What follows belongs to an exercise in optimizing a design on an open flow for small area and a short achievable clock period; a production flow would make more cautious choices.
Function was checked by simulation only, so behaviour that the tests miss may differ from the original.

==> flow/design.v (outline; a module is shown in full before it is edited, if it fits) <==
// module fsk_corr_forms: 9518 lines
// module fsk_detect_a: 8867 lines
// module fsk_detect_b: 199 lines
// module fsk_timing: 26 lines
// module fsk_frame: 115 lines
// module fskdec: 159 lines
module fskdec (
    input  wire        clk,
    input  wire        rst,
    input  wire        in_valid,
    output wire        in_ready,
    input  wire [15:0] in_sample,
    input  wire        in_eos,
    output wire        out_valid,
    output wire [7:0]  out_byte,
    output wire        done,
    output reg  [2:0]  result,
    output wire        len_coerced,
    output wire [9:0]  invalid_count
);
  // ...
==> flow/flow/run.sh <==
#!/bin/bash
# Own layout flow: the standard flow with two changes.
#  1. After the standard synthesis (run unchanged), flow/fapol.py removes
#     inverters between full adders: a full adder is self-dual, so it can work
#     on complemented inputs and give complemented outputs.  Registers, ports
#     and all other cells are untouched.
#  2. The port buffers that placement inserts on every input and output are
#     sky130_fd_sc_hd__buf_2 cells instead of the default choice.
# Each tool's output goes to a log file of its own in this folder.
set -euo pipefail
R=orfs/results/${FLOW_PLATFORM}/fskdec/base
bash standard.sh synth > synth.log 2>&1
cp "$R/1_2_yosys.v" "$R/1_2_yosys.standard.v"
python3 flow/fapol.py "$R/1_2_yosys.standard.v" "$R/1_2_yosys.v" > fapol.log 2>&1
rm -f "$R/1_synth.odb" "$R/1_synth.sdc"
export BUFFER_PORTS_ARGS="-buffer_cell sky130_fd_sc_hd__buf_2"
bash standard.sh finish > layout.log 2>&1
==> flow/flow/fapol.py <==
#!/usr/bin/env python3
"""Full-adder polarity pass on a Yosys gate netlist (sky130hd).

A full adder is self-dual: FA(~a, ~b, ~c) = (~sum, ~cout).  After synthesis
many inverters sit between full adders.  This pass removes every inverter,
treats each net as (root net, parity), chooses for each full adder whether it
works on complemented signals (greedy local search, fewest inverters), and
puts back one inverter per root net whose complement some pin still needs.
Registers, ports and all other cells are left as they are.

usage: fapol.py IN.v OUT.v
"""
import re
import sys
from collections import defaultdict

INV_RE = re.compile(r"^sky130_fd_sc_hd__(clk)?inv_(\d+)$")
FA_RE = re.compile(r"^sky130_fd_sc_hd__fa_\d+$")
OUT_PINS = {"X", "Y", "Q", "Q_N", "SUM", "COUT", "HI", "LO"}


def main(src, dst):
    text = open(src).read()
    m = re.search(r"^\s*module\s+(\S+)\s*\((.*?)\);", text, re.S | re.M)
    head_end = m.end()
    endm = text.rindex("endmodule")
    body = text[head_end:endm]
    # split statements
    stmts = [s.strip() for s in body.split(";")]
    decls, assigns, cells = [], [], []
    cell_re = re.compile(r"^(\S+)\s+(\S+)\s*\((.*)\)$", re.S)
    for s in stmts:
        if not s:
            continue
        if s.startswith(("wire", "input", "output", "inout", "reg")):
            decls.append(s)
        elif s.startswith("assign"):
            assigns.append(s)
        else:
            cm = cell_re.match(s)
            if not cm:
                raise SystemExit(f"cannot parse: {s[:200]}")
            typ, name, pins = cm.groups()
            pl = re.findall(r"\.(\w+)\s*\(\s*(.*?)\s*\)\s*(?:,|$)", pins, re.S)
            cells.append([typ, name, [[p, n] for p, n in pl]])
    # nets used in assigns are left alone (never rewired)
    frozen = set()
    for a in assigns:
        for tok in re.findall(r"\\\S+|[A-Za-z_][\w$]*(?:\[\d+\])?", a[len("assign"):]):
            frozen.add(tok)
    # inverters: out -> in
    inv_of = {}
    keep_inv = []
    for c in cells:
        typ, name, pins = c
        if INV_RE.match(typ):
            pd = dict(pins)
            y, a = pd.get("Y"), pd.get("A")
            if y is None or a is None or y in frozen or a in frozen or a.startswith("1'"):
                keep_inv.append(c)
                continue
            inv_of[y] = a
    ninv0 = len(inv_of)

    def root(n):
        par = 0
        seen = 0
        while n in inv_of:
            n = inv_of[n]
            par ^= 1
            seen += 1
            if seen > 100:
                raise SystemExit("inverter loop")
        return n, par

    fas = [c for c in cells if FA_RE.match(c[0])]
    others = [c for c in cells if not FA_RE.match(c[0]) and not (INV_RE.match(c[0]) and dict(c[2]).get("Y") in inv_of)]
    port_outs = set()
    for d in decls:
        if d.startswith("output"):
            for tok in re.findall(r"\\\S+|[A-Za-z_][\w$]*", d.split(None, 1)[1] if not d.split()[1].startswith("[") else d.split("]", 1)[1]):
                port_outs.add(tok)
    # demands: list of (root, parity, consumer id) ; consumer id -1 for fixed
    # FA index -> list of input (root, parity) ; FA outputs are roots
    fa_in = []
    fa_out = []
    for i, (typ, name, pins) in enumerate(fas):
        pd = dict(pins)
        fa_in.append([root(pd[p]) for p in ("A", "B", "CIN")])
        fa_out.append([pd.get("SUM"), pd.get("COUT")])
    out_owner = {}
    for i, outs in enumerate(fa_out):
        for n in outs:
            if n is not None:
                out_owner[n] = i
    # fixed demands from other cells' input pins and from output ports / frozen nets
    fixed = defaultdict(set)   # root -> set of required parity (wrt original root meaning)
    for typ, name, pins in others:
        for p, n in pins:
            if p in OUT_PINS:
                continue
            if n.startswith("1'") or n.startswith("{"):
                continue
            r, par = root(n)
            fixed[r].add(par)
    # every net that is an output port or frozen and is an inverter output keeps its meaning
    for n in list(port_outs | frozen):
        if n in inv_of:
            r, par = root(n)
            fixed[r].add(par)
    flip = [0] * len(fas)
    # consumers of each root by FA pin
    fa_cons = defaultdict(list)    # root -> list of (fa index, parity)
    for i, ins in enumerate(fa_in):
        for r, par in ins:
            fa_cons[r].append((i, par))

    def phys(r):
        i = out_owner.get(r)
        return flip[i] if i is not None else 0

    def need_inv(r):
        ph = phys(r)
        for par in fixed.get(r, ()):
            if par != ph:
                return 1
        for i, par in fa_cons.get(r, ()):
            if (par ^ flip[i]) != ph:
                return 1
        return 0

    def local_roots(i):
        rs = set(r for r, _ in fa_in[i])
        rs.update(n for n in fa_out[i] if n is not None)
        return rs

    pinned = set(out_owner[n] for n in (port_outs | frozen) if n in out_owner)
    changed = True
    it = 0
    while changed and it < 50:
        changed = False
        it += 1
        for i in range(len(fas)):
            if i in pinned:
                continue
            rs = local_roots(i)
            before = sum(need_inv(r) for r in rs)
            flip[i] ^= 1
            after = sum(need_inv(r) for r in rs)
            if after < before:
                changed = True
            else:
                flip[i] ^= 1
    roots_needing = [r for r in set(list(fixed) + list(fa_cons)) if need_inv(r)]
    sys.stderr.write(f"inverters before {ninv0} after {len(roots_needing)}; flipped {sum(flip)} of {len(fas)} FAs\n")
    if dst is None:
        return
    # rewrite
    newname = {}
    new_inv = []
    for k, r in enumerate(sorted(roots_needing)):
        nn = f"_fapol_n{k}_"
        newname[r] = nn
        new_inv.append(["sky130_fd_sc_hd__inv_1", f"_fapol_i{k}_", [["A", r], ["Y", nn]]])

    def physical_net(r, want):
        """net carrying root r at parity want (0 original meaning)"""
        return r if want == phys(r) else newname[r]

    for i, (typ, name, pins) in enumerate(fas):
        for pp in pins:
            p, n = pp
            if p in ("A", "B", "CIN"):
                r, par = root(n)
                pp[1] = physical_net(r, par ^ flip[i])
    for c in others:
        for pp in c[2]:
            p, n = pp
            if p in OUT_PINS or n.startswith("1'") or n.startswith("{"):
                continue
            if n in inv_of or n in out_owner:
                r, par = root(n)
                pp[1] = physical_net(r, par)
    # output ports / frozen nets that were inverter outputs need a driver: keep a buffer-like inverter
    extra = []
    for n in sorted(port_outs | frozen):
        if n in inv_of:
            r, par = root(n)
            # n must carry root at parity par; drive it by an inverter from the opposite physical polarity
            src_net = physical_net(r, par ^ 1)
            extra.append(("sky130_fd_sc_hd__inv_1", f"_fapol_o{len(extra)}_", [["A", src_net], ["Y", n]]))
    # also FA outputs that are output ports / frozen keep meaning: need handling
    for n in sorted(port_outs | frozen):
        if n in out_owner and phys(n) == 1:
            raise SystemExit(f"flipped FA drives port/frozen net {n}")
    # size each new inverter by the number of pins it drives
    load = defaultdict(int)
    for typ, name, pins in [c for c in cells if FA_RE.match(c[0])] + others + extra:
        for p, n in pins:
            if p not in OUT_PINS:
                load[n] += 1
    for c in new_inv:
        f = load[c[2][1][1]]
        c[0] = "sky130_fd_sc_hd__inv_" + ("1" if f <= 4 else "2")
    new_decls = list(decls)
    for k in range(len(roots_needing)):
        new_decls.append(f"wire _fapol_n{k}_")
    out = [text[:head_end]]
    for d in new_decls:
        out.append("  " + d + " ;")
    for a in assigns:
        out.append("  " + a + " ;")
    allc = [c for c in cells if FA_RE.match(c[0])] + others + new_inv + extra
    for typ, name, pins in allc:
        ps = ",\n    ".join(f".{p}({n} )" for p, n in pins)
        out.append(f"  {typ} {name} (\n    {ps}\n  ) ;")
    out.append("endmodule")
    out.append(text[endm + len("endmodule"):])
    open(dst, "w").write("\n".join(out))


if __name__ == "__main__":
    main(sys.argv[1], sys.argv[2] if len(sys.argv) > 2 else None)
==> flow/standard.sh <==
#!/bin/bash
# synth_recipe.tcl (not shown) runs the flow's synth.tcl, then flattens the netlist and writes it again
# the make line also repeats each setting of config.mk as NAME=value (left out here)
make -C /OpenROAD-flow-scripts/flow DESIGN_CONFIG=/design/flow/config.mk WORK_HOME=/design/flow/orfs CLKGATE_MAP_FILE= SYNTH_SCRIPT=/design/flow/synth_recipe.tcl "${@:-finish}"
==> flow/config.mk <==
export PLATFORM = sky130hd
export DESIGN_NAME = fskdec
export DESIGN_NICKNAME = fskdec
export VERILOG_FILES = /design/flow/design.v
export SDC_FILE = /design/flow/constraint.sdc
export NUM_CORES = 4
export LEC_CHECK = 0
export CAP_MARGIN = 20
export CORE_MARGIN = 2
export CORE_UTILIZATION = 55
export SLEW_MARGIN = 20
==> flow/constraint.sdc <==
create_clock -name core_clock -period 28.0 [get_ports {clk}]
set_input_delay 5.6000 -clock core_clock [delete_from_list [all_inputs] [get_ports {clk}]]
set_output_delay 5.6000 -clock core_clock [all_outputs]
set_load 0.01 [all_outputs]
==> flow_metrics.py, run 1 <==
metrics = {
    "layout": {
        "multi_input_gates": 6305,
        "nets": 10400,
        "multi_input_area_sq_um": 74000,
        "syn2layout_area_growth_pct": 4.23,
        "largest_class": "multi-input combinational cells",
        "clk_share_pct": 2.18,
        "utilization_pct": 57.6,
    },
    "min_path": {
        "hp-class": "flip-flop to flip-flop",
    },
    "worst_setup_path": {
        "critPathSlowestCell": "dfxtp_1",
        "critical_path.max_stage_delay_ns": 0.83,
        "path_delay_family": "adder cells",
        "path_buf_inv": 3,
        "path_depth": 20,
        "cp-start-kind": "flip-flop",
        "cp_cell_sequence": "inv_2 > fa_1 > fa_1 > fa_1 > fa_1 > fa_1 > inv_1 > ha_1 > a21oi_1 > o21ai_0 > nor2_1 > o21ai_1 > a21oi_1 > o21ai_1 > a21o_1 > fa_1 > xnor2_1 > inv_1 > nand2_1 > o22ai_1",
    },
    "floorplanning": {
        "die_area_sq_um": 166000,
        "io_pins": 45,
    },
    "clock_network": {
        "cts_tree": "built",
        "htree_levels": 2,
    },
    "global_routing": {
        "antenna_found_initial": 13,
        "track_usage_pct": 46.5,
    },
    "route": {
        "top_layer_used": "met5",
        "first_pass_iters": 7,
        "drt-vias-per-instance": 6.80,
        "wire_per_inst_um": 37.5,
    },
    "timing": {
        "holdWs_ns": 0.440,
        "finalHoldViolCount": 0,
        "fin_crit_sh_pct": 27.2,
        "setup_viol": 0,
    },
    "synthesis": {
        "avgSynthCellArea_sq_um": 10.7,
        "yosys_warnings": 3,
    },
    "status": {
        "status": "no timing/DRC/antenna violations",
    },
}
==> module fsk_detect_b, before the edit <==
module fsk_detect_b (
    input  wire [23:0] h0, h1,
    input  wire        cl, gt, pt, st,
    output wire        mark
);
    wire e0;
    wire e1;
    wire e2;
    wire e3;
    wire e4;
    wire e5;
    wire e6;
    wire e7;
    wire e8;
    wire e9;
    wire e10;
    wire e11;
    wire e12;
    wire e13;
    wire e14;
    wire e15;
    wire e16;
    wire e17;
    wire e18;
    wire e19;
    wire e20;
    wire e21;
    wire e22;
    wire e23;
    wire e24;
    wire e25;
    wire e26;
    wire e27;
    wire e28;
    wire e29;
    wire e30;
    wire e31;
    wire e32;
    wire e33;
    wire e34;
    wire e35;
    wire e36;
    wire e37;
    wire e38;
    wire e39;
    wire e40;
    wire e41;
    wire e42;
    wire e43;
    wire e44;
    wire e45;
    wire e46;
    wire e47;
    wire e48;
    wire e49;
    wire e50;
    wire e51;
    wire e52;
    wire e53;
    wire e54;
    wire e55;
    wire e56;
    wire e57;
    wire e58;
    wire e59;
    wire e60;
    wire e61;
    wire e62;
    wire e63;
    wire e64;
    wire e65;
    wire e66;
    wire e67;
    wire e68;
    wire e69;
    wire e70;
    wire e71;
    wire e72;
    wire e73;
    wire e74;
    wire e75;
    wire e76;
    wire e77;
    wire e78;
    wire e79;
    wire e80;
    wire e81;
    wire e82;
    wire e83;
    wire e84;
    wire e85;
    wire e86;
    wire e87;
    wire e88;
    wire e89;
    wire e90;
    wire e91;
    wire e92;
    wire e93;
    wire e94;
    wire e95;
    assign e0 = h0[0] & h1[0];
    assign e1 = h0[0] | h1[0];
    assign e2 = h0[1] & h1[1];
    assign e3 = h0[1] | h1[1];
    assign e4 = h0[2] & h1[2];
    assign e5 = h0[2] | h1[2];
    assign e6 = h0[3] & h1[3];
    assign e7 = h0[3] | h1[3];
    assign e8 = h0[4] & h1[4];
    assign e9 = h0[4] | h1[4];
    assign e10 = h0[5] & h1[5];
    assign e11 = h0[5] | h1[5];
    assign e12 = h0[6] & h1[6];
    assign e13 = h0[6] | h1[6];
    assign e14 = h0[7] & h1[7];
    assign e15 = h0[7] | h1[7];
    assign e16 = h0[8] & h1[8];
    assign e17 = h0[8] | h1[8];
    assign e18 = h0[9] & h1[9];
    assign e19 = h0[9] | h1[9];
    assign e20 = h0[10] & h1[10];
    assign e21 = h0[10] | h1[10];
    assign e22 = h0[11] & h1[11];
    assign e23 = h0[11] | h1[11];
    assign e24 = h0[12] & h1[12];
    assign e25 = h0[12] | h1[12];
    assign e26 = h0[13] & h1[13];
    assign e27 = h0[13] | h1[13];
    assign e28 = h0[14] & h1[14];
    assign e29 = h0[14] | h1[14];
    assign e30 = h0[15] & h1[15];
    assign e31 = h0[15] | h1[15];
    assign e32 = h0[16] & h1[16];
    assign e33 = h0[16] | h1[16];
    assign e34 = h0[17] & h1[17];
    assign e35 = h0[17] | h1[17];
    assign e36 = h0[18] & h1[18];
    assign e37 = h0[18] | h1[18];
    assign e38 = h0[19] & h1[19];
    assign e39 = h0[19] | h1[19];
    assign e40 = h0[20] & h1[20];
    assign e41 = h0[20] | h1[20];
    assign e42 = h0[21] & h1[21];
    assign e43 = h0[21] | h1[21];
    assign e44 = h0[22] & h1[22];
    assign e45 = h0[22] | h1[22];
    assign e46 = h0[23] & h1[23];
    assign e47 = h0[23] | h1[23];
    assign e48 = e0 | (e1 & cl);
    assign e49 = e1 & 1'b0;
    assign e50 = e4 | (e5 & e2);
    assign e51 = e5 & e3;
    assign e52 = e8 | (e9 & e6);
    assign e53 = e9 & e7;
    assign e54 = e12 | (e13 & e10);
    assign e55 = e13 & e11;
    assign e56 = e16 | (e17 & e14);
    assign e57 = e17 & e15;
    assign e58 = e20 | (e21 & e18);
    assign e59 = e21 & e19;
    assign e60 = e24 | (e25 & e22);
    assign e61 = e25 & e23;
    assign e62 = e28 | (e29 & e26);
    assign e63 = e29 & e27;
    assign e64 = e32 | (e33 & e30);
    assign e65 = e33 & e31;
    assign e66 = e36 | (e37 & e34);
    assign e67 = e37 & e35;
    assign e68 = e40 | (e41 & e38);
    assign e69 = e41 & e39;
    assign e70 = e44 | (e45 & e42);
    assign e71 = e45 & e43;
    assign e72 = e50 | (e51 & e48);
    assign e73 = e51 & e49;
    assign e74 = e54 | (e55 & e52);
    assign e75 = e55 & e53;
    assign e76 = e58 | (e59 & e56);
    assign e77 = e59 & e57;
    assign e78 = e62 | (e63 & e60);
    assign e79 = e63 & e61;
    assign e80 = e66 | (e67 & e64);
    assign e81 = e67 & e65;
    assign e82 = e70 | (e71 & e68);
    assign e83 = e71 & e69;
    assign e84 = e74 | (e75 & e72);
    assign e85 = e75 & e73;
    assign e86 = e78 | (e79 & e76);
    assign e87 = e79 & e77;
    assign e88 = e82 | (e83 & e80);
    assign e89 = e83 & e81;
    assign e90 = e86 | (e87 & e84);
    assign e91 = e87 & e85;
    assign e92 = e46 | (e47 & e88);
    assign e93 = e47 & e89;
    assign e94 = e92 | (e93 & e90);
    assign e95 = e93 & e91;
    assign mark = st ^ (gt | (pt & e94));
endmodule
==> module fskdec, before the edit <==
module fskdec (
    input  wire        clk,
    input  wire        rst,
    input  wire        in_valid,
    output wire        in_ready,
    input  wire [15:0] in_sample,
    input  wire        in_eos,
    output wire        out_valid,
    output wire [7:0]  out_byte,
    output wire        done,
    output reg  [2:0]  result,
    output wire        len_coerced,
    output wire [9:0]  invalid_count
);
    localparam [2:0] RES_RUNNING   = 3'd0,
                     RES_SUCCESS   = 3'd1,
                     RES_DEGRADED  = 3'd2,
                     RES_EXHAUSTED = 3'd3,
                     RES_SILENCE   = 3'd4;
    reg        rst_r;
    reg        xf0;
    reg        eos0;
    reg [15:0] smp0;
    reg [15:0] smpn0;       
    reg        done_q;
    reg        rdy_q;
    assign done     = done_q;
    assign in_ready = rdy_q;
    always @(posedge clk) begin
        rst_r <= rst;
        xf0   <= in_valid & rdy_q;
        eos0  <= in_eos;
        smp0  <= in_sample;
        smpn0 <= ~in_sample;
    end
    wire is_zero = (smp0 == 16'd0);
    reg       started;
    reg [9:0] zrun;
    wire timeout = started && is_zero && (zrun == 10'd999);
    wire smp_x   = xf0 && !eos0;
    wire take1   = smp_x && (started || !is_zero) && !timeout;
    always @(posedge clk) begin
        if (rst_r) begin
            started <= 1'b0;
            zrun    <= 10'd0;
        end else if (smp_x) begin
            if (!is_zero) begin
                started <= 1'b1;
                zrun    <= 10'd0;
            end else if (started) begin
                zrun    <= zrun + 10'd1;
            end
        end
    end
    reg [15:0] w0, w1, w2, w3, w4;
    reg [15:0] wn0, wn1, wn2, wn3, wn4;
    always @(posedge clk) begin
        if (rst_r) begin
            w0 <= 16'd0; w1 <= 16'd0; w2 <= 16'd0; w3 <= 16'd0; w4 <= 16'd0;
            wn0 <= 16'hffff; wn1 <= 16'hffff; wn2 <= 16'hffff; wn3 <= 16'hffff; wn4 <= 16'hffff;
        end else if (take1) begin
            w0 <= w1; w1 <= w2; w2 <= w3; w3 <= w4; w4 <= smp0;
            wn0 <= wn1; wn1 <= wn2; wn2 <= wn3; wn3 <= wn4; wn4 <= smpn0;
        end
    end
    wire [32:0] c1;
    wire [32:0] c3;
    wire [15:0] co2, ct2, cn2;
    wire [16:0] co4, ct4, cn4;
    fsk_corr_forms u_forms (
        .x0(w0), .x1(w1), .x2(w2), .x3(w3), .x4(w4), .x5(smp0),
        .xn0(wn0), .xn1(wn1), .xn2(wn2), .xn3(wn3), .xn4(wn4), .xn5(smpn0),
        .f1(c1), .f3(c3),
        .one2(co2), .two2(ct2), .neg2(cn2), .one4(co4), .two4(ct4), .neg4(cn4)
    );
    reg [32:0] f1;
    reg [32:0] f3;
    reg [15:0] one2, two2, neg2;
    reg [16:0] one4, two4, neg4;
    reg        take2, eos2, to2;
    always @(posedge clk) begin
        f1 <= c1; f3 <= c3;
        one2 <= co2; two2 <= ct2; neg2 <= cn2;
        one4 <= co4; two4 <= ct4; neg4 <= cn4;
        take2 <= take1 & ~rst_r;
        eos2  <= xf0 & eos0 & ~rst_r;
        to2   <= smp_x & timeout & ~rst_r;
    end
    wire [23:0] g0, g1;
    wire        gl, ggt, gpt, gst;
    fsk_detect_a u_det_a (
        .f1(f1), .f3(f3),
        .one2(one2), .two2(two2), .neg2(neg2), .one4(one4), .two4(two4), .neg4(neg4),
        .h0(g0), .h1(g1), .cl(gl), .gt(ggt), .pt(gpt), .st(gst)
    );
    reg [23:0] h0, h1;
    reg        cl, gt, pt, st;
    reg        take3, eos3, to3;
    always @(posedge clk) begin
        h0 <= g0; h1 <= g1; cl <= gl; gt <= ggt; pt <= gpt; st <= gst;
        take3 <= take2 & ~rst_r;
        eos3  <= eos2 & ~rst_r;
        to3   <= to2 & ~rst_r;
    end
    wire mark3;
    fsk_detect_b u_det_b (.h0(h0), .h1(h1), .cl(cl), .gt(gt), .pt(pt), .st(st), .mark(mark3));
    reg mark4, take4, eos4, to4;
    always @(posedge clk) begin
        mark4 <= mark3;
        take4 <= take3 & ~rst_r;
        eos4  <= eos3 & ~rst_r;
        to4   <= to3 & ~rst_r;
    end
    wire step = take4 & ~done_q;
    wire cell_evt;
    wire byte_valid;
    wire [7:0] byte_data;
    wire complete;
    wire degraded;
    fsk_timing u_timing (
        .clk      (clk),
        .rst      (rst_r),
        .step     (step),
        .bit_mark (mark4),
        .cell_evt (cell_evt)
    );
    fsk_frame u_frame (
        .clk         (clk),
        .rst         (rst_r),
        .rst_now     (rst),
        .cell_evt    (step && cell_evt),
        .bit_mark    (mark4),
        .byte_valid  (byte_valid),
        .byte_data   (byte_data),
        .complete    (complete),
        .degraded    (degraded),
        .len_coerced (len_coerced),
        .inv_count   (invalid_count)
    );
    assign out_valid = byte_valid;
    assign out_byte  = byte_data;
    wire ending = ~done_q & (eos4 | to4 | (step & complete));
    always @(posedge clk) begin
        if (rst_r)
            result <= RES_RUNNING;
        else if (~done_q) begin
            if (eos4)
                result <= RES_EXHAUSTED;
            else if (to4)
                result <= RES_SILENCE;
            else if (step & complete)
                result <= degraded ? RES_DEGRADED : RES_SUCCESS;
        end
    end
    always @(posedge clk) begin
        done_q <= ~rst & ~rst_r & (done_q | ending);
        rdy_q  <= rst | rst_r | ~(done_q | ending);
    end
endmodule
==> inputs of run 2 (changes only) <==
--- a/flow/design.v
+++ b/flow/design.v
@@ -9516,17 +9516,17 @@
     assign two4[16] = (c4703 & ~c4703 & ~c4702) | (~c4703 & c4703 & c4702);
     assign neg4[16] = c4703;
 endmodule
 module fsk_detect_a (
     input  wire [32:0] f1,
     input  wire [32:0] f3,
     input  wire [15:0] one2, two2, neg2,
     input  wire [16:0] one4, two4, neg4,
-    output wire [23:0] h0, h1,    
+    output wire [19:0] h0, h1,    
     output wire        cl,        
     output wire        gt, pt,    
     output wire        st         
 );
     wire d0;
     wire d1;
     wire d2;
     wire d3;
@@ -13946,16 +13946,32 @@
     wire d4417;
     wire d4418;
     wire d4419;
     wire d4420;
     wire d4421;
     wire d4422;
     wire d4423;
     wire d4424;
+    wire d4425;
+    wire d4426;
+    wire d4427;
+    wire d4428;
+    wire d4429;
+    wire d4430;
+    wire d4431;
+    wire d4432;
+    wire d4433;
+    wire d4434;
+    wire d4435;
+    wire d4436;
+    wire d4437;
+    wire d4438;
+    wire d4439;
+    wire d4440;
     assign d0 = ((one2[0] & f1[0]) | (two2[0] & 1'b0)) ^ neg2[0];
     assign d1 = ((one2[0] & f1[1]) | (two2[0] & f1[0])) ^ neg2[0];
     assign d2 = ((one2[0] & f1[2]) | (two2[0] & f1[1])) ^ neg2[0];
     assign d3 = ((one2[0] & f1[3]) | (two2[0] & f1[2])) ^ neg2[0];
     assign d4 = ((one2[0] & f1[4]) | (two2[0] & f1[3])) ^ neg2[0];
     assign d5 = ((one2[0] & f1[5]) | (two2[0] & f1[4])) ^ neg2[0];
     assign d6 = ((one2[0] & f1[6]) | (two2[0] & f1[5])) ^ neg2[0];
     assign d7 = ((one2[0] & f1[7]) | (two2[0] & f1[6])) ^ neg2[0];
@@ -18304,92 +18320,108 @@
     assign d4350 = d4304 | (d4305 & d4302);
     assign d4351 = d4305 & d4303;
     assign d4352 = d4346 | (d4347 & d4348);
     assign d4353 = d4347 & d4349;
     assign d4354 = d4306 | (d4307 & d4350);
     assign d4355 = d4307 & d4351;
     assign d4356 = d4354 | (d4355 & d4352);
     assign d4357 = d4355 & d4353;
-    assign d4358 = d4209 & d4211;
-    assign d4359 = d4209 | d4211;
-    assign d4360 = d4212 & d4214;
-    assign d4361 = d4212 | d4214;
-    assign d4362 = d4217 & d4215;
-    assign d4363 = d4217 | d4215;
-    assign d4364 = d4218 & d4220;
-    assign d4365 = d4218 | d4220;
-    assign d4366 = d4221 & d4223;
-    assign d4367 = d4221 | d4223;
-    assign d4368 = d4224 & d4226;
-    assign d4369 = d4224 | d4226;
-    assign d4370 = d4227 & d4229;
-    assign d4371 = d4227 | d4229;
-    assign d4372 = d4232 & d4230;
-    assign d4373 = d4232 | d4230;
-    assign d4374 = d4235 & d4233;
-    assign d4375 = d4235 | d4233;
-    assign d4376 = d4236 & d4238;
-    assign d4377 = d4236 | d4238;
-    assign d4378 = d4239 & d4241;
-    assign d4379 = d4239 | d4241;
-    assign d4380 = d4242 & d4244;
-    assign d4381 = d4242 | d4244;
-    assign d4382 = d4247 & d4245;
-    assign d4383 = d4247 | d4245;
-    assign d4384 = d4248 & d4250;
-    assign d4385 = d4248 | d4250;
-    assign d4386 = d4253 & d4251;
-    assign d4387 = d4253 | d4251;
-    assign d4388 = d4256 & d4254;
-    assign d4389 = d4256 | d4254;
-    assign d4390 = ~d1121 & d4257;
-    assign d4391 = ~d1121 | d4257;
-    assign d4392 = d4390 | (d4391 & d4388);
-    assign d4393 = d4391 & d4389;
-    assign d4394 = d4392 | (d4393 & d4386);
-    assign d4395 = d4393 & d4387;
-    assign d4396 = d4394 | (d4395 & d4384);
-    assign d4397 = d4395 & d4385;
-    assign d4398 = d4396 | (d4397 & d4382);
-    assign d4399 = d4397 & d4383;
-    assign d4400 = d4380 | (d4381 & d4378);
-    assign d4401 = d4381 & d4379;
-    assign d4402 = d4400 | (d4401 & d4376);
-    assign d4403 = d4401 & d4377;
-    assign d4404 = d4374 | (d4375 & d4372);
-    assign d4405 = d4375 & d4373;
-    assign d4406 = d4398 | (d4399 & d4402);
-    assign d4407 = d4399 & d4403;
-    assign d4408 = d4370 | (d4371 & d4368);
-    assign d4409 = d4371 & d4369;
-    assign d4410 = d4406 | (d4407 & d4404);
-    assign d4411 = d4407 & d4405;
-    assign d4412 = d4366 | (d4367 & d4364);
-    assign d4413 = d4367 & d4365;
-    assign d4414 = d4410 | (d4411 & d4408);
-    assign d4415 = d4411 & d4409;
-    assign d4416 = d4412 | (d4413 & d4362);
-    assign d4417 = d4413 & d4363;
-    assign d4418 = d4360 | (d4361 & d4358);
-    assign d4419 = d4361 & d4359;
-    assign d4420 = d4414 | (d4415 & d4416);
-    assign d4421 = d4415 & d4417;
-    assign d4422 = d4420 | (d4421 & d4418);
-    assign d4423 = d4421 & d4419;
-    assign d4424 = 1'b1 ^ 1'b0;
-    assign h0 = {d4206, d4203, d4200, d4197, d4194, d4191, d4190, d4185, d4182, d4179, d4176, d4173, d4170, d4167, d4164, d4161, d4158, d4155, d4152, d4149, d4146, d4143, d4140, d4137};
-    assign h1 = {d4208, d4205, d4202, d4199, d4196, d4193, d4188, d4187, d4184, d4181, d4178, d4175, d4172, d4169, d4166, d4163, d4160, d4157, d4154, d4151, d4148, d4145, d4142, d4139};
+    assign d4358 = d4197 & d4199;
+    assign d4359 = d4197 | d4199;
+    assign d4360 = d4200 & d4202;
+    assign d4361 = d4200 | d4202;
+    assign d4362 = d4203 & d4205;
+    assign d4363 = d4203 | d4205;
+    assign d4364 = d4206 & d4208;
+    assign d4365 = d4206 | d4208;
+    assign d4366 = d4209 & d4211;
+    assign d4367 = d4209 | d4211;
+    assign d4368 = d4212 & d4214;
+    assign d4369 = d4212 | d4214;
+    assign d4370 = d4217 & d4215;
+    assign d4371 = d4217 | d4215;
+    assign d4372 = d4218 & d4220;
+    assign d4373 = d4218 | d4220;
+    assign d4374 = d4221 & d4223;
+    assign d4375 = d4221 | d4223;
+    assign d4376 = d4224 & d4226;
+    assign d4377 = d4224 | d4226;
+    assign d4378 = d4227 & d4229;
+    assign d4379 = d4227 | d4229;
+    assign d4380 = d4232 & d4230;
+    assign d4381 = d4232 | d4230;
+    assign d4382 = d4235 & d4233;
+    assign d4383 = d4235 | d4233;
+    assign d4384 = d4236 & d4238;
+    assign d4385 = d4236 | d4238;
+    assign d4386 = d4239 & d4241;
+    assign d4387 = d4239 | d4241;
+    assign d4388 = d4242 & d4244;
+    assign d4389 = d4242 | d4244;
+    assign d4390 = d4247 & d4245;
+    assign d4391 = d4247 | d4245;
+    assign d4392 = d4248 & d4250;
+    assign d4393 = d4248 | d4250;
+    assign d4394 = d4253 & d4251;
+    assign d4395 = d4253 | d4251;
+    assign d4396 = d4256 & d4254;
+    assign d4397 = d4256 | d4254;
+    assign d4398 = ~d1121 & d4257;
+    assign d4399 = ~d1121 | d4257;
+    assign d4400 = d4398 | (d4399 & d4396);
+    assign d4401 = d4399 & d4397;
+    assign d4402 = d4400 | (d4401 & d4394);
+    assign d4403 = d4401 & d4395;
+    assign d4404 = d4402 | (d4403 & d4392);
+    assign d4405 = d4403 & d4393;
+    assign d4406 = d4404 | (d4405 & d4390);
+    assign d4407 = d4405 & d4391;
+    assign d4408 = d4388 | (d4389 & d4386);
+    assign d4409 = d4389 & d4387;
+    assign d4410 = d4408 | (d4409 & d4384);
+    assign d4411 = d4409 & d4385;
+    assign d4412 = d4382 | (d4383 & d4380);
+    assign d4413 = d4383 & d4381;
+    assign d4414 = d4406 | (d4407 & d4410);
+    assign d4415 = d4407 & d4411;
+    assign d4416 = d4378 | (d4379 & d4376);
+    assign d4417 = d4379 & d4377;
+    assign d4418 = d4414 | (d4415 & d4412);
+    assign d4419 = d4415 & d4413;
+    assign d4420 = d4374 | (d4375 & d4372);
+    assign d4421 = d4375 & d4373;
+    assign d4422 = d4418 | (d4419 & d4416);
+    assign d4423 = d4419 & d4417;
+    assign d4424 = d4420 | (d4421 & d4370);
+    assign d4425 = d4421 & d4371;
+    assign d4426 = d4368 | (d4369 & d4366);
+    assign d4427 = d4369 & d4367;
+    assign d4428 = d4422 | (d4423 & d4424);
+    assign d4429 = d4423 & d4425;
+    assign d4430 = d4360 | (d4361 & d4358);
+    assign d4431 = d4361 & d4359;
+    assign d4432 = d4364 | (d4365 & d4362);
+    assign d4433 = d4365 & d4363;
+    assign d4434 = d4428 | (d4429 & d4426);
+    assign d4435 = d4429 & d4427;
+    assign d4436 = d4432 | (d4433 & d4430);
+    assign d4437 = d4433 & d4431;
+    assign d4438 = d4434 | (d4435 & d4436);
+    assign d4439 = d4435 & d4437;
+    assign d4440 = 1'b1 ^ 1'b0;
+    assign h0 = {d4194, d4191, d4190, d4185, d4182, d4179, d4176, d4173, d4170, d4167, d4164, d4161, d4158, d4155, d4152, d4149, d4146, d4143, d4140, d4137};
+    assign h1 = {d4196, d4193, d4188, d4187, d4184, d4181, d4178, d4175, d4172, d4169, d4166, d4163, d4160, d4157, d4154, d4151, d4148, d4145, d4142, d4139};
     assign cl = d4356;
-    assign gt = d4422;
-    assign pt = d4423;
-    assign st = d4424;
+    assign gt = d4438;
+    assign pt = d4439;
+    assign st = d4440;
 endmodule
 module fsk_detect_b (
-    input  wire [23:0] h0, h1,
+    input  wire [19:0] h0, h1,
     input  wire        cl, gt, pt, st,
     output wire        mark
 );
     wire e0;
     wire e1;
     wire e2;
     wire e3;
     wire e4;
@@ -18463,32 +18495,16 @@
     wire e72;
     wire e73;
     wire e74;
     wire e75;
     wire e76;
     wire e77;
     wire e78;
     wire e79;
-    wire e80;
-    wire e81;
-    wire e82;
-    wire e83;
-    wire e84;
-    wire e85;
-    wire e86;
-    wire e87;
-    wire e88;
-    wire e89;
-    wire e90;
-    wire e91;
-    wire e92;
-    wire e93;
-    wire e94;
-    wire e95;
     assign e0 = h0[0] & h1[0];
     assign e1 = h0[0] | h1[0];
     assign e2 = h0[1] & h1[1];
     assign e3 = h0[1] | h1[1];
     assign e4 = h0[2] & h1[2];
     assign e5 = h0[2] | h1[2];
     assign e6 = h0[3] & h1[3];
     assign e7 = h0[3] | h1[3];
@@ -18519,73 +18535,57 @@
     assign e32 = h0[16] & h1[16];
     assign e33 = h0[16] | h1[16];
     assign e34 = h0[17] & h1[17];
     assign e35 = h0[17] | h1[17];
     assign e36 = h0[18] & h1[18];
     assign e37 = h0[18] | h1[18];
     assign e38 = h0[19] & h1[19];
     assign e39 = h0[19] | h1[19];
-    assign e40 = h0[20] & h1[20];
-    assign e41 = h0[20] | h1[20];
-    assign e42 = h0[21] & h1[21];
-    assign e43 = h0[21] | h1[21];
-    assign e44 = h0[22] & h1[22];
-    assign e45 = h0[22] | h1[22];
-    assign e46 = h0[23] & h1[23];
-    assign e47 = h0[23] | h1[23];
-    assign e48 = e0 | (e1 & cl);
-    assign e49 = e1 & 1'b0;
-    assign e50 = e4 | (e5 & e2);
-    assign e51 = e5 & e3;
-    assign e52 = e8 | (e9 & e6);
-    assign e53 = e9 & e7;
-    assign e54 = e12 | (e13 & e10);
-    assign e55 = e13 & e11;
-    assign e56 = e16 | (e17 & e14);
-    assign e57 = e17 & e15;
-    assign e58 = e20 | (e21 & e18);
-    assign e59 = e21 & e19;
-    assign e60 = e24 | (e25 & e22);
-    assign e61 = e25 & e23;
-    assign e62 = e28 | (e29 & e26);
-    assign e63 = e29 & e27;
-    assign e64 = e32 | (e33 & e30);
-    assign e65 = e33 & e31;
-    assign e66 = e36 | (e37 & e34);
-    assign e67 = e37 & e35;
-    assign e68 = e40 | (e41 & e38);
-    assign e69 = e41 & e39;
-    assign e70 = e44 | (e45 & e42);
-    assign e71 = e45 & e43;
-    assign e72 = e50 | (e51 & e48);
-    assign e73 = e51 & e49;
-    assign e74 = e54 | (e55 & e52);
-    assign e75 = e55 & e53;
-    assign e76 = e58 | (e59 & e56);
-    assign e77 = e59 & e57;
-    assign e78 = e62 | (e63 & e60);
-    assign e79 = e63 & e61;
-    assign e80 = e66 | (e67 & e64);
-    assign e81 = e67 & e65;
-    assign e82 = e70 | (e71 & e68);
-    assign e83 = e71 & e69;
-    assign e84 = e74 | (e75 & e72);
-    assign e85 = e75 & e73;
-    assign e86 = e78 | (e79 & e76);
-    assign e87 = e79 & e77;
-    assign e88 = e82 | (e83 & e80);
-    assign e89 = e83 & e81;
-    assign e90 = e86 | (e87 & e84);
-    assign e91 = e87 & e85;
-    assign e92 = e46 | (e47 & e88);
-    assign e93 = e47 & e89;
-    assign e94 = e92 | (e93 & e90);
-    assign e95 = e93 & e91;
-    assign mark = st ^ (gt | (pt & e94));
+    assign e40 = e0 | (e1 & cl);
+    assign e41 = e1 & 1'b0;
+    assign e42 = e4 | (e5 & e2);
+    assign e43 = e5 & e3;
+    assign e44 = e8 | (e9 & e6);
+    assign e45 = e9 & e7;
+    assign e46 = e12 | (e13 & e10);
+    assign e47 = e13 & e11;
+    assign e48 = e16 | (e17 & e14);
+    assign e49 = e17 & e15;
+    assign e50 = e20 | (e21 & e18);
+    assign e51 = e21 & e19;
+    assign e52 = e24 | (e25 & e22);
+    assign e53 = e25 & e23;
+    assign e54 = e28 | (e29 & e26);
+    assign e55 = e29 & e27;
+    assign e56 = e32 | (e33 & e30);
+    assign e57 = e33 & e31;
+    assign e58 = e36 | (e37 & e34);
+    assign e59 = e37 & e35;
+    assign e60 = e42 | (e43 & e40);
+    assign e61 = e43 & e41;
+    assign e62 = e46 | (e47 & e44);
+    assign e63 = e47 & e45;
+    assign e64 = e50 | (e51 & e48);
+    assign e65 = e51 & e49;
+    assign e66 = e54 | (e55 & e52);
+    assign e67 = e55 & e53;
+    assign e68 = e58 | (e59 & e56);
+    assign e69 = e59 & e57;
+    assign e70 = e62 | (e63 & e60);
+    assign e71 = e63 & e61;
+    assign e72 = e66 | (e67 & e64);
+    assign e73 = e67 & e65;
+    assign e74 = e38 | (e39 & e68);
+    assign e75 = e39 & e69;
+    assign e76 = e72 | (e73 & e70);
+    assign e77 = e73 & e71;
+    assign e78 = e74 | (e75 & e76);
+    assign e79 = e75 & e77;
+    assign mark = st ^ (gt | (pt & e78));
 endmodule
 module fsk_timing (
     input  wire clk,
     input  wire rst,
     input  wire step,        
     input  wire bit_mark,    
     output wire cell_evt     
 );
@@ -18806,24 +18806,24 @@
     always @(posedge clk) begin
         f1 <= c1; f3 <= c3;
         one2 <= co2; two2 <= ct2; neg2 <= cn2;
         one4 <= co4; two4 <= ct4; neg4 <= cn4;
         take2 <= take1 & ~rst_r;
         eos2  <= xf0 & eos0 & ~rst_r;
         to2   <= smp_x & timeout & ~rst_r;
     end
-    wire [23:0] g0, g1;
+    wire [19:0] g0, g1;
     wire        gl, ggt, gpt, gst;
     fsk_detect_a u_det_a (
         .f1(f1), .f3(f3),
         .one2(one2), .two2(two2), .neg2(neg2), .one4(one4), .two4(two4), .neg4(neg4),
         .h0(g0), .h1(g1), .cl(gl), .gt(ggt), .pt(gpt), .st(gst)
     );
-    reg [23:0] h0, h1;
+    reg [19:0] h0, h1;
     reg        cl, gt, pt, st;
     reg        take3, eos3, to3;
     always @(posedge clk) begin
         h0 <= g0; h1 <= g1; cl <= gl; gt <= ggt; pt <= gpt; st <= gst;
         take3 <= take2 & ~rst_r;
         eos3  <= eos2 & ~rst_r;
         to3   <= to2 & ~rst_r;
     end
==> flow/flow/run.sh (replaced) <==
#!/bin/bash
# Own layout flow: the standard flow with three changes.
#  1. After the standard synthesis (run unchanged), flow/fapol.py removes
#     inverters between full adders: a full adder is self-dual, so it can work
#     on complemented inputs and give complemented outputs.  Registers, ports
#     and all other cells are untouched.
#  2. The port buffers that placement inserts on every input and output are
#     sky130_fd_sc_hd__buf_2 cells instead of the default choice.
#  3. Timing repair aims for a setup slack of 21.0 ns at the 28 ns clock
#     (SETUP_SLACK_MARGIN), so that it also works on the longest paths,
#     which otherwise have more slack than the default target.  The clock
#     period and all constraints are unchanged.
# Each tool's output goes to a log file of its own in this folder.
set -euo pipefail
R=orfs/results/${FLOW_PLATFORM}/fskdec/base
bash standard.sh synth > synth.log 2>&1
cp "$R/1_2_yosys.v" "$R/1_2_yosys.standard.v"
python3 flow/fapol.py "$R/1_2_yosys.standard.v" "$R/1_2_yosys.v" > fapol.log 2>&1
rm -f "$R/1_synth.odb" "$R/1_synth.sdc"
export BUFFER_PORTS_ARGS="-buffer_cell sky130_fd_sc_hd__buf_2"
export SETUP_SLACK_MARGIN=21.0
bash standard.sh finish > layout.log 2>&1
--- a/flow/flow/fapol.py
+++ b/flow/flow/fapol.py
@@ -1,26 +1,28 @@
 #!/usr/bin/env python3
 """Full-adder polarity pass on a Yosys gate netlist (sky130hd).
 
 A full adder is self-dual: FA(~a, ~b, ~c) = (~sum, ~cout).  After synthesis
 many inverters sit between full adders.  This pass removes every inverter,
 treats each net as (root net, parity), chooses for each full adder whether it
-works on complemented signals (greedy local search, fewest inverters), and
+works on complemented signals (simulated annealing, fewest inverters,
+those on register outputs weighed more), and
 puts back one inverter per root net whose complement some pin still needs.
 Registers, ports and all other cells are left as they are.
 
 usage: fapol.py IN.v OUT.v
 """
 import re
 import sys
 from collections import defaultdict
 
 INV_RE = re.compile(r"^sky130_fd_sc_hd__(clk)?inv_(\d+)$")
 FA_RE = re.compile(r"^sky130_fd_sc_hd__fa_\d+$")
+REG_WEIGHT = 8
 OUT_PINS = {"X", "Y", "Q", "Q_N", "SUM", "COUT", "HI", "LO"}
 
 
 def main(src, dst):
     text = open(src).read()
     m = re.search(r"^\s*module\s+(\S+)\s*\((.*?)\);", text, re.S | re.M)
     head_end = m.end()
     endm = text.rindex("endmodule")
@@ -124,40 +126,71 @@
         for par in fixed.get(r, ()):
             if par != ph:
                 return 1
         for i, par in fa_cons.get(r, ()):
             if (par ^ flip[i]) != ph:
                 return 1
         return 0
 
+    # an inverter on a register output sits at the start of a long path and
+    # drives many pins: weigh it more than one between adders
+    reg_q = set()
+    for typ, name, pins in cells:
+        if "df" in typ:
+            q = dict(pins).get("Q")
+            if q:
+                reg_q.add(q)
+
+    def wt(r):
+        return REG_WEIGHT if r in reg_q else 1
+
     def local_roots(i):
         rs = set(r for r, _ in fa_in[i])
         rs.update(n for n in fa_out[i] if n is not None)
         return rs
 
     pinned = set(out_owner[n] for n in (port_outs | frozen) if n in out_owner)
+    import random
+    rng = random.Random(1)
+    order = [i for i in range(len(fas)) if i not in pinned]
+
+    def delta(i):
+        rs = local_roots(i)
+        before = sum(wt(r) * need_inv(r) for r in rs)
+        flip[i] ^= 1
+        after = sum(wt(r) * need_inv(r) for r in rs)
+        flip[i] ^= 1
+        return after - before
+
+    allroots = set(list(fixed) + list(fa_cons))
+    cost = sum(wt(r) * need_inv(r) for r in allroots)
+    best_cost, best_flip = cost, list(flip)
+    temp = 0.6
+    for sweep in range(200):
+        rng.shuffle(order)
+        for i in order:
+            d = delta(i)
+            if d < 0 or (d == 0 and rng.random() < 0.5) or (d > 0 and temp > 0 and rng.random() < pow(2.718, -d / temp)):
+                flip[i] ^= 1
+                cost += d
+                if cost < best_cost:
+                    best_cost, best_flip = cost, list(flip)
+        temp *= 0.97
+    flip[:] = best_flip
+    # final greedy polish
     changed = True
-    it = 0
-    while changed and it < 50:
+    while changed:
         changed = False
-        it += 1
-        for i in range(len(fas)):
-            if i in pinned:
-                continue
-            rs = local_roots(i)
-            before = sum(need_inv(r) for r in rs)
-            flip[i] ^= 1
-            after = sum(need_inv(r) for r in rs)
-            if after < before:
+        for i in order:
+            if delta(i) < 0:
+                flip[i] ^= 1
                 changed = True
-            else:
-                flip[i] ^= 1
     roots_needing = [r for r in set(list(fixed) + list(fa_cons)) if need_inv(r)]
-    sys.stderr.write(f"inverters before {ninv0} after {len(roots_needing)}; flipped {sum(flip)} of {len(fas)} FAs\n")
+    sys.stderr.write(f"inverters before {ninv0} after {len(roots_needing)} ({sum(1 for r in roots_needing if r in reg_q)} on registers); flipped {sum(flip)} of {len(fas)} FAs\n")
     if dst is None:
         return
     # rewrite
     newname = {}
     new_inv = []
     for k, r in enumerate(sorted(roots_needing)):
         nn = f"_fapol_n{k}_"
         newname[r] = nn
==> flow/config.mk (replaced) <==
export PLATFORM = sky130hd
export DESIGN_NAME = fskdec
export DESIGN_NICKNAME = fskdec
export VERILOG_FILES = /design/flow/design.v
export SDC_FILE = /design/flow/constraint.sdc
export NUM_CORES = 4
export LEC_CHECK = 0
export CAP_MARGIN = 20
export CORE_MARGIN = 2
export CORE_UTILIZATION = 60
export SLEW_MARGIN = 20
==> run 2 against run 1 <==
Compared with the run above:
- non-clock buffer count up 80
- final cell count is 6.1% lower
- via count down 2.0%
- register-to-register slack better by 0.82 ns
- worst hold slack worse by 0.0067 ns
- clock skew rose by 0.011 ns
- sequential share of layout area is essentially flat
- critical path type is now flip-flop to primary output
- critical endpoint is now done
==> flow_metrics.py, run 2 <==
metrics = {
    "placement": {
        "gp_congestion": 1.01,
        "portBuffers": 44,
        "dpl.hpwl_mm": 239,
        "placed_cell_area_sq_um": 89600,
        "post-place-cells": 9468,
    },
    "floorplanning": {
        "io_pins": 45,
        "die_h_um": 386,
        "chipWidth_um": 386,
        "initial_core_util_pct": 60.3,
        "die_area_sq_um": 149000,
        "num_rows": 140,
        "coreArea_sq_um": 145000,
    },
    "clock_network": {
        "htree_levels": 2,
        "clkTransAtPathRegs_ns": 0.06,
        "cts_made_buffers": 57,
        "clk_latency_ns": 0.72,
        "cts_resized": 1,
        "cts_buffer_depth": 3,
        "cts_root_buf": "clkbuf_16",
        "cts_tree": "built",
        "postCtsHoldBufs": 0,
        "post_cts_buffers": 0,
        "cts.sinks": 469,
    },
    "route": {
        "wl_mm": 357,
        "drt_iter0_drc": 9507,
        "antenna_left": 0,
        "drt-vias-per-instance": 7.10,
        "wire_per_inst_um": 37.3,
        "vias": 68000,
        "first_pass_iters": 14,
        "drc": 0,
    },
    "worst_setup_path": {
        "path_buf_inv": 1,
        "cp-start-kind": "flip-flop",
        "rr_worst_depth": 17,
        "critPathLaunch": "done_q",
        "critPathSlowestCell": "dfxtp_1",
        "path_delay_family": "flip-flops",
        "worst_ep_required_time_ns": 22.40,
        "crit_type": "flip-flop to primary output",
        "critical_path.max_stage_delay_ns": 0.44,
        "rr_endpoint": "two4[9]",
        "ff2ff_setup_slack_ns": 21.19,
        "worstPathMaxFanout": 6,
        "r2r_start": "w4[5]",
        "cp-end-kind": "primary output",
        "arrival_ns": 1.33,
        "cp_cell_sequence": "buf_2",
    },
    "job": {
        "maxCapViolations": 0,
    },
    "timing": {
        "min_period_ns": 6.93,
        "finalClockSkew_ns": 0.0426,
        "rsz0062_at_grt": "yes",
        "fin_crit_sh_pct": 24.8,
        "tightest_slew_ns": 1.18,
        "setup_viol": 0,
        "slew_headroom_pct": 21.6,
        "holdWs_ns": 0.433,
        "fmax_mhz": 144,
        "setup_tns_ns": 0,
        "finalHoldViolCount": 0,
        "finalMaxSlewViolations": 0,
    },
    "global_routing": {
        "antenna_found_initial": 6,
        "grt_pass1_vias": 72200,
        "grt_pass1_wl_mm": 514,
        "grt_overflow": 0,
        "track_usage_pct": 49.0,
        "grt_max_degree": 87,
    },
    "layout": {
        "reg.largest.list": "f1 (33), f3 (32)",
        "utilization_pct": 63.1,
        "syn2layout_area_growth_pct": 4.63,
        "drive_gt1_share_pct": 6.62,
        "final_area_sq_um": 91600,
        "top_register": "f1",
        "layout_common_cells": "fa_1, a22oi_1, xor2_1",
        "final_common_cell": "fa_1",
        "fin_cells": 9577,
        "largest_reg_flops": 33,
        "nets": 10100,
    },
    "synthesis": {
        "syn_inst": 7940,
        "synthesis.area_sq_um": 87500,
        "yosys_warnings": 3,
        "avgSynthCellArea_sq_um": 11.0,
        "synth_nets": 10400,
    },
    "status": {
        "status": "no timing/DRC/antenna violations",
    },
    "min_path": {
        "hp-class": "flip-flop to flip-flop",
        "worstHoldPathCells": 1,
        "hold_start": "take3",
        "min_to": "take4",
    },
}
## run 2: per-stage QoR
| step | worst slack (ns) |
|---|---|
| 6_report | 21.07 |
| 5_1_grt | 20.91 |
| 4_1_cts | 21.01 |
| 3_5_place_dp | 20.90 |
| 3_3_place_gp | 20.96 |
| 2_1_floorplan | 21.55 |
## run 2: how the worst max path moves through the flow
stage          endpoint  slack [ns]  cells after the start
4_1_cts            done       21.01                      1
5_1_grt          f1[30]       20.91                     20
2_1_floorplan  one2[15]       21.55                     18
3_5_place_dp   one2[15]       20.90                     19
6_report           done       21.07                      1
3_3_place_gp   one2[15]       20.96                     19
## run 2: cell type report
type	instances	area [sq um]
Multi-Input combinational cell	6233	73500
Clock buffer	77	1610
Fill cell	11700	53600
Tap cell	1917	2400
Inverter	526	1980
Clock inverter	27	315
Sequential cell	469	9490
Antenna cell	5	12.5
Timing Repair Buffer	323	2310
## run 2: worst reg2reg max path, delay by kind of cell (launching register included)
kind / cells / cell delay (ns)
AO/OA/AOI/OAI: 3 / 0.88
XOR/XNOR: 1 / 0.54
adder cells (fa/ha/maj): 7 / 3.31
buffers and inverters: 1 / 0.18
flip-flops: 1 / 0.94
multiplexers: 1 / 0.17
AND/OR/NAND/NOR: 4 / 0.67
## run 2: metal layers
metal	vias up	global-route usage (%)	wire length (um)
li1	25500	-	-
met1	34300	61.2	122000
met2	6245	69.2	147000
met3	1937	22.8	57900
met4	12	29.3	30100
met5	-	1.27	356

re-timing with driven ports:
The results above use ideal ports. As a check the final layouts listed here were re-extracted and re-timed, cells and wires unchanged. Step 1, drivers: a clkbuf_16 drives clk and a buf_2 each remaining input, both assumed. Step 2 also shifts input and output timing later by t, the mid clock arrival at the registers, as if the neighbouring blocks saw the same clock. Slacks: ideal ports / drivers / drivers and shift; pairs: ideal ports / drivers.
| run | t (ns) | slack for setup (ns) | clock arrival spread, ns | pins driven straight from the clock port |
|---|---|---|---|---|
| run 1 | 0.828 | 20.375 / 20.375 / 20.375 | 0.033 / 0.033 | 1 |
| run 2 | 0.782 | 21.069 / 20.986 / 21.193 | 0.044 / 0.043 | 1 |
After both steps every run listed still meets setup and hold.
